Background: an optimization exercise with open tools, aiming at small area. Do not read the settings as production practice. In this exercise RTL edits were held to simulation tests only and were not proved equivalent to the original. Power is estimated from default activity; no workload was simulated.

Setup of old:
## flash_cfi_ctrl
module flash_cfi_ctrl (
    input  wire        clk,
    input  wire        rst,
    input  wire        start,
    input  wire [1:0]  op,
    input  wire [31:0] arg_first,
    input  wire [31:0] arg_last,
    input  wire [31:0] arg_addr,
    input  wire [31:0] arg_len,
    output wire        idle,
    output reg         done,
    output reg  [3:0]  status,
    output wire [31:0] ret_size,
    output wire [31:0] warn_skipped,
    output wire [31:0] warn_recovered,
    output reg         initialized,
    input  wire        prot_we,
    input  wire [4:0]  prot_idx,
    input  wire        prot_val,
    output reg         ev_valid,
    output reg  [1:0]  ev_kind,
    output wire [31:0] ev_addr,
    output reg  [7:0]  ev_wdata,
    input  wire        ev_ready,
    input  wire [7:0]  fb_rdata,
    input  wire [31:0] time_ms,
    output reg         irq_inhibit,
    output wire [31:0] buf_index,
    input  wire [7:0]  buf_data
);
    localparam [1:0] EV_WRITE = 2'd0, EV_READ = 2'd1, EV_TIME = 2'd2, EV_DELAY = 2'd3;
    localparam [1:0] STRAT_BYTE = 2'd0, STRAT_BYPASS = 2'd1, STRAT_BUFFER = 2'd2;
    localparam [5:0]
        IDLE   = 6'd0,
        P_RST  = 6'd1,  P_QE   = 6'd2,  P_QRY  = 6'd3,  P_NREG = 6'd4,
        P_BLK  = 6'd5,  P_EXIT = 6'd6,
        UL1    = 6'd7,  UL2    = 6'd8,  S_AS3  = 6'd9,  S_MFR  = 6'd10,
        S_ID0  = 6'd11, S_IDX  = 6'd12, S_RST  = 6'd13, S_QE   = 6'd14,
        S_VER  = 6'd15, S_EXIT = 6'd16,
        E_CNT  = 6'd17, E_RST  = 6'd18,
  ...
For scale: about 2600 cells after synthesis, about 320 flip-flops, roughly 370 I/O pins, ~0.025 mm^2 of cells after synthesis.
export LEC_CHECK = 0
export CAP_MARGIN = 20
export CORE_MARGIN = 2
export CORE_UTILIZATION = 55
export CTS_BUF_LIST = sky130_fd_sc_hd__clkbuf_8
export CTS_CLUSTER_DIAMETER = 60
export CTS_CLUSTER_SIZE = 16
export GPL_TIMING_DRIVEN = 0
export SLEW_MARGIN = 20
create_clock -name core_clock -period 20.0 [get_ports {clk}]
standard.sh (not shown) runs the stock make flow with config.mk's settings and CLKGATE_MAP_FILE= SYNTH_SCRIPT=/design/flow/synth_recipe.tcl, a recipe that flattens the netlist after the stock synthesis.
==> flow/flow/run.sh <==
#!/bin/bash
# The standard layout (standard.sh: the standard flow's synthesis and ORFS flow, unchanged),
# except that:
#  - the port buffers placed by buffer_ports use the smallest buffer cell
#    (sky130_fd_sc_hd__buf_1) instead of the tool's default pick;
#  - the buffers Yosys/ABC left in the netlist are removed at floorplan
#    (REMOVE_ABC_BUFFERS=1), since global placement runs without the
#    timing-driven mode that would otherwise remove them;
#  - constant outputs keep Yosys's shared tie cells (SKIP_REPAIR_TIE_FANOUT=1)
#    instead of one tie cell per port.
set -euo pipefail
export BUFFER_PORTS_ARGS="-buffer_cell sky130_fd_sc_hd__buf_1"
export REMOVE_ABC_BUFFERS=1
export SKIP_REPAIR_TIE_FANOUT=1
bash standard.sh "BUFFER_PORTS_ARGS=-buffer_cell sky130_fd_sc_hd__buf_1" "REMOVE_ABC_BUFFERS=1" "SKIP_REPAIR_TIE_FANOUT=1" finish > standard_flow.log 2>&1
old finished end to end and its layout was clean on timing, DRC and antenna.
Changes in new relative to old:
diff --git a/flow/design.v b/flow/design.v
--- a/flow/design.v
+++ b/flow/design.v
@@ -56,17 +56,16 @@
     reg [4:0]  rc0, rc1, rc2, rc3;   
     reg [13:0] rz0, rz1, rz2, rz3;   
     reg [4:0]  e_word, e_buf, e_erase;
     reg [4:0]  rs_exp;
     reg [3:0]  mbw;                  
     reg [1:0]  strategy;
     reg [31:0] prot;
     reg        opk;                  
-    reg        opi;                  
     reg        vf;                   
     reg [21:0] ra;                   
     reg [26:0] rl;                   
     reg [22:0] ri;                   
     reg [31:0] t0;
     wire [7:0] cnt   = t0[7:0];      
     wire       qok   = t0[8];
     wire       pk    = t0[9];
@@ -144,28 +143,16 @@
         begin
             cy = 1'b1;
             for (j = 0; j < 32; j = j + 1) begin
                 rinc[j] = a[j] ^ cy;
                 cy = cy & a[j];
             end
         end
     endfunction
-    function lt27;
-        input [26:0] a;
-        input [26:0] b;
-        integer j;
-        reg l;
-        begin
-            l = 1'b0;
-            for (j = 0; j < 27; j = j + 1)
-                l = (~a[j] & b[j]) | (~(a[j] ^ b[j]) & l);
-            lt27 = l;
-        end
-    endfunction
     function lt8;
         input [7:0] a;
         input [7:0] b;
         integer j;
         reg l;
         begin
             l = 1'b0;
             for (j = 0; j < 8; j = j + 1)
@@ -187,17 +174,18 @@
     endfunction
     wire buf_mode = (strategy == STRAT_BUFFER) & ~vf;
     wire [4:0]  e_sel = opk ? e_erase : (buf_mode ? e_buf : e_word);
     wire [21:0] lut = budget(e_sel);
     wire [26:0] bud = opk ? rl : {5'd0, lut};
     wire [32:0] acc_sum = radd({5'd0, rl}, {10'd0, lut}, 1'b0);
     wire [32:0] el_full = radd(time_ms, ~t0, 1'b1);
     wire [31:0] elapsed = el_full[31:0];
-    wire timeout = (|elapsed[31:27]) | lt27(bud, elapsed[26:0]);
+    wire [32:0] bd_full = radd({5'd0, bud}, {5'd0, ~elapsed[26:0]}, 1'b1);
+    wire timeout = (|elapsed[31:27]) | ~bd_full[27];
     reg [4:0]  rc_cur;
     reg [13:0] rz_cur;
     always @(*) begin
         case (r)
             2'd0: begin rc_cur = rc0; rz_cur = rz0; end
             2'd1: begin rc_cur = rc1; rz_cur = rz1; end
             2'd2: begin rc_cur = rc2; rz_cur = rz2; end
             default: begin rc_cur = rc3; rz_cur = rz3; end
@@ -327,49 +315,42 @@
         end else begin
             done <= 1'b0;
             case (st)
             IDLE: begin
                 for (j = 0; j < 32; j = j + 1)
                     if (p_clr | (p_wen & pdec[j]))
                         prot[j] <= prot_val & ~p_clr;
                 if (start) begin
+                    opk <= op[0];
+                    vf  <= 1'b0;
+                    t0[22:21] <= 2'd0;
+                    ra  <= arg_addr[21:0] & {22{op[1]}};
+                    rl  <= {4'd0, arg_len[22:0] & {23{op[1]}}};
+                    ri  <= {13'd0, arg_last[4:0], arg_first[4:0]} & {23{op[0]}};
+                    s   <= arg_first[4:0] & {5{op[0]}};
+                    c   <= 5'd0;
+                    ss  <= 14'd0;
+                    r   <= rev ? nm1 : 2'd0;
                     case (op)
                         2'd0: begin
-                            opi  <= 1'b1;
-                            opk  <= 1'b0;
                             w2   <= 1'b0;
-                            ra   <= 22'd0;
                             st   <= P_RST;
                         end
                         2'd1: begin
                             ws   <= 6'd0;
-                            opi  <= 1'b0;
-                            opk  <= 1'b1;
-                            t0[21]   <= 1'b0;
-                            t0[22] <= 1'b0;
                             if ((|arg_first[31:6]) || lt8({2'd0, scount}, {2'd0, arg_first[5:0]}) ||
                                 (|arg_last[31:6])  || lt8({2'd0, scount}, {2'd0, arg_last[5:0]}) ||
                                 lt8({2'd0, arg_last[5:0]}, {2'd0, arg_first[5:0]}))
                                 finish(4'd6);
-                            else begin
-                                ri <= {13'd0, arg_last[4:0], arg_first[4:0]};
-                                s  <= arg_first[4:0];
+                            else
                                 st <= E_CNT;
-                            end
                         end
                         2'd2: begin
-                            opi <= 1'b0;
-                            opk <= 1'b0;
-                            vf  <= 1'b0;
                             wr  <= 23'd0;
-                            ra  <= arg_addr[21:0];
-                            rl  <= {4'd0, arg_len[22:0]};
-                            ri  <= 23'd0;
-                            iter_reset;
                             st  <= (strategy == STRAT_BYPASS) ? UL1 : CHK;
                         end
                         default: finish(4'd0);
                     endcase
                 end
             end
             P_RST: if (fire) st <= P_QE;
             P_QE: if (fire) begin ri <= 23'h10; st <= P_QRY; end
@@ -466,17 +447,17 @@
                 end else if (fcode == 3'd1 && !w2) begin
                     w2 <= 1'b1;
                     st <= P_RST;
                 end else
                     finish({1'b0, fcode});
             end
             UL1: if (fire) st <= UL2;
             UL2: if (fire) begin
-                if (opi)
+                if (!initialized)         
                     st <= S_AS3;
                 else if (opk)
                     st <= e2 ? E_ADV : E_S3;
                 else if (vf)
                     st <= W_CMD;
                 else case (strategy)
                     STRAT_BYPASS: st <= U_E3;
                     STRAT_BUFFER: st <= F_CMD;
@@ -532,17 +513,16 @@
             S_EXIT: if (fire) begin
                 initialized <= 1'b1;
                 finish(4'd0);
             end
             E_CNT: begin
                 ws <= ws + {5'd0, prot_s};
                 if (s[4:0] == ri[9:5]) begin
                     if (anyu | ~prot_s) begin
-                        rl <= 27'd0;
                         iter_reset;
                         st <= E_RST;
                     end else
                         finish(4'd7);
                 end else begin
                     t0[22] <= anyu | ~prot_s;
                     s <= s_inc[4:0];
                 end
==> comparison <==
As of new, layout clock buffer count had risen by more than a quarter compared to old.
Compare new and old | power consumption higher: new
new vs. old: fraction of final layout cells with drive strength greater than 1 higher, portion of netlist area occupied by mux cells lower.
From old to new the numbers moved as follows: clock distribution area overhead in the final layout increased by 0.85 points relative to the old numbers; length of routed met3 wiring increased by 730 um relative to the old numbers.
new vs old: sequential cell area down slightly
Diff old -> new | time the final worst path needs with I/O delays and setup | decrease of 370 ps
Comparing new and old, the higher overall routed net length is on new.
On new: largest net degree at the start of global routing is 1 lower than what old gave.
Compared new vs old, and final core area utilization is up in new.
On new: final worst slack is 370 ps higher than what old gave.

==> what the ideal ports hide <==
No port has a modelled driver above. Below, the same layouts with a new extraction and two added sets of constraints.
Step 1 (the two cells are an assumption about what drives the block):
set clk [get_ports {clk}]
set_driving_cell -lib_cell sky130_fd_sc_hd__clkbuf_16 $clk
set_driving_cell -lib_cell sky130_fd_sc_hd__buf_2 [delete_from_list [all_inputs] $clk]
Step 2 also shifts input and output timing later by t, the mid clock arrival at the registers, as if the neighbouring blocks saw the same clock.
Slacks: ideal ports / drivers / drivers and shift; pairs: ideal ports / drivers.
run | shift t [ns] | setup WS [ns] | worst hold slack (ns) | latest minus earliest clock arrival (ns) | worst data-port slew with drivers (ns)
old | 0.718 | 2.807 / 2.842 / 2.123 | 0.461 / 0.461 / 0.461 | 0.037 / 0.037 | 0.06
new | 0.685 | 3.179 / 3.213 / 2.528 | 0.479 / 0.479 / 0.479 | 0.038 / 0.038 | 0.07
After both steps every run listed still meets setup and hold. For old, which loses most, drivers alone change the setup slack by +0.035 ns; drivers and shift together by -0.684 ns.
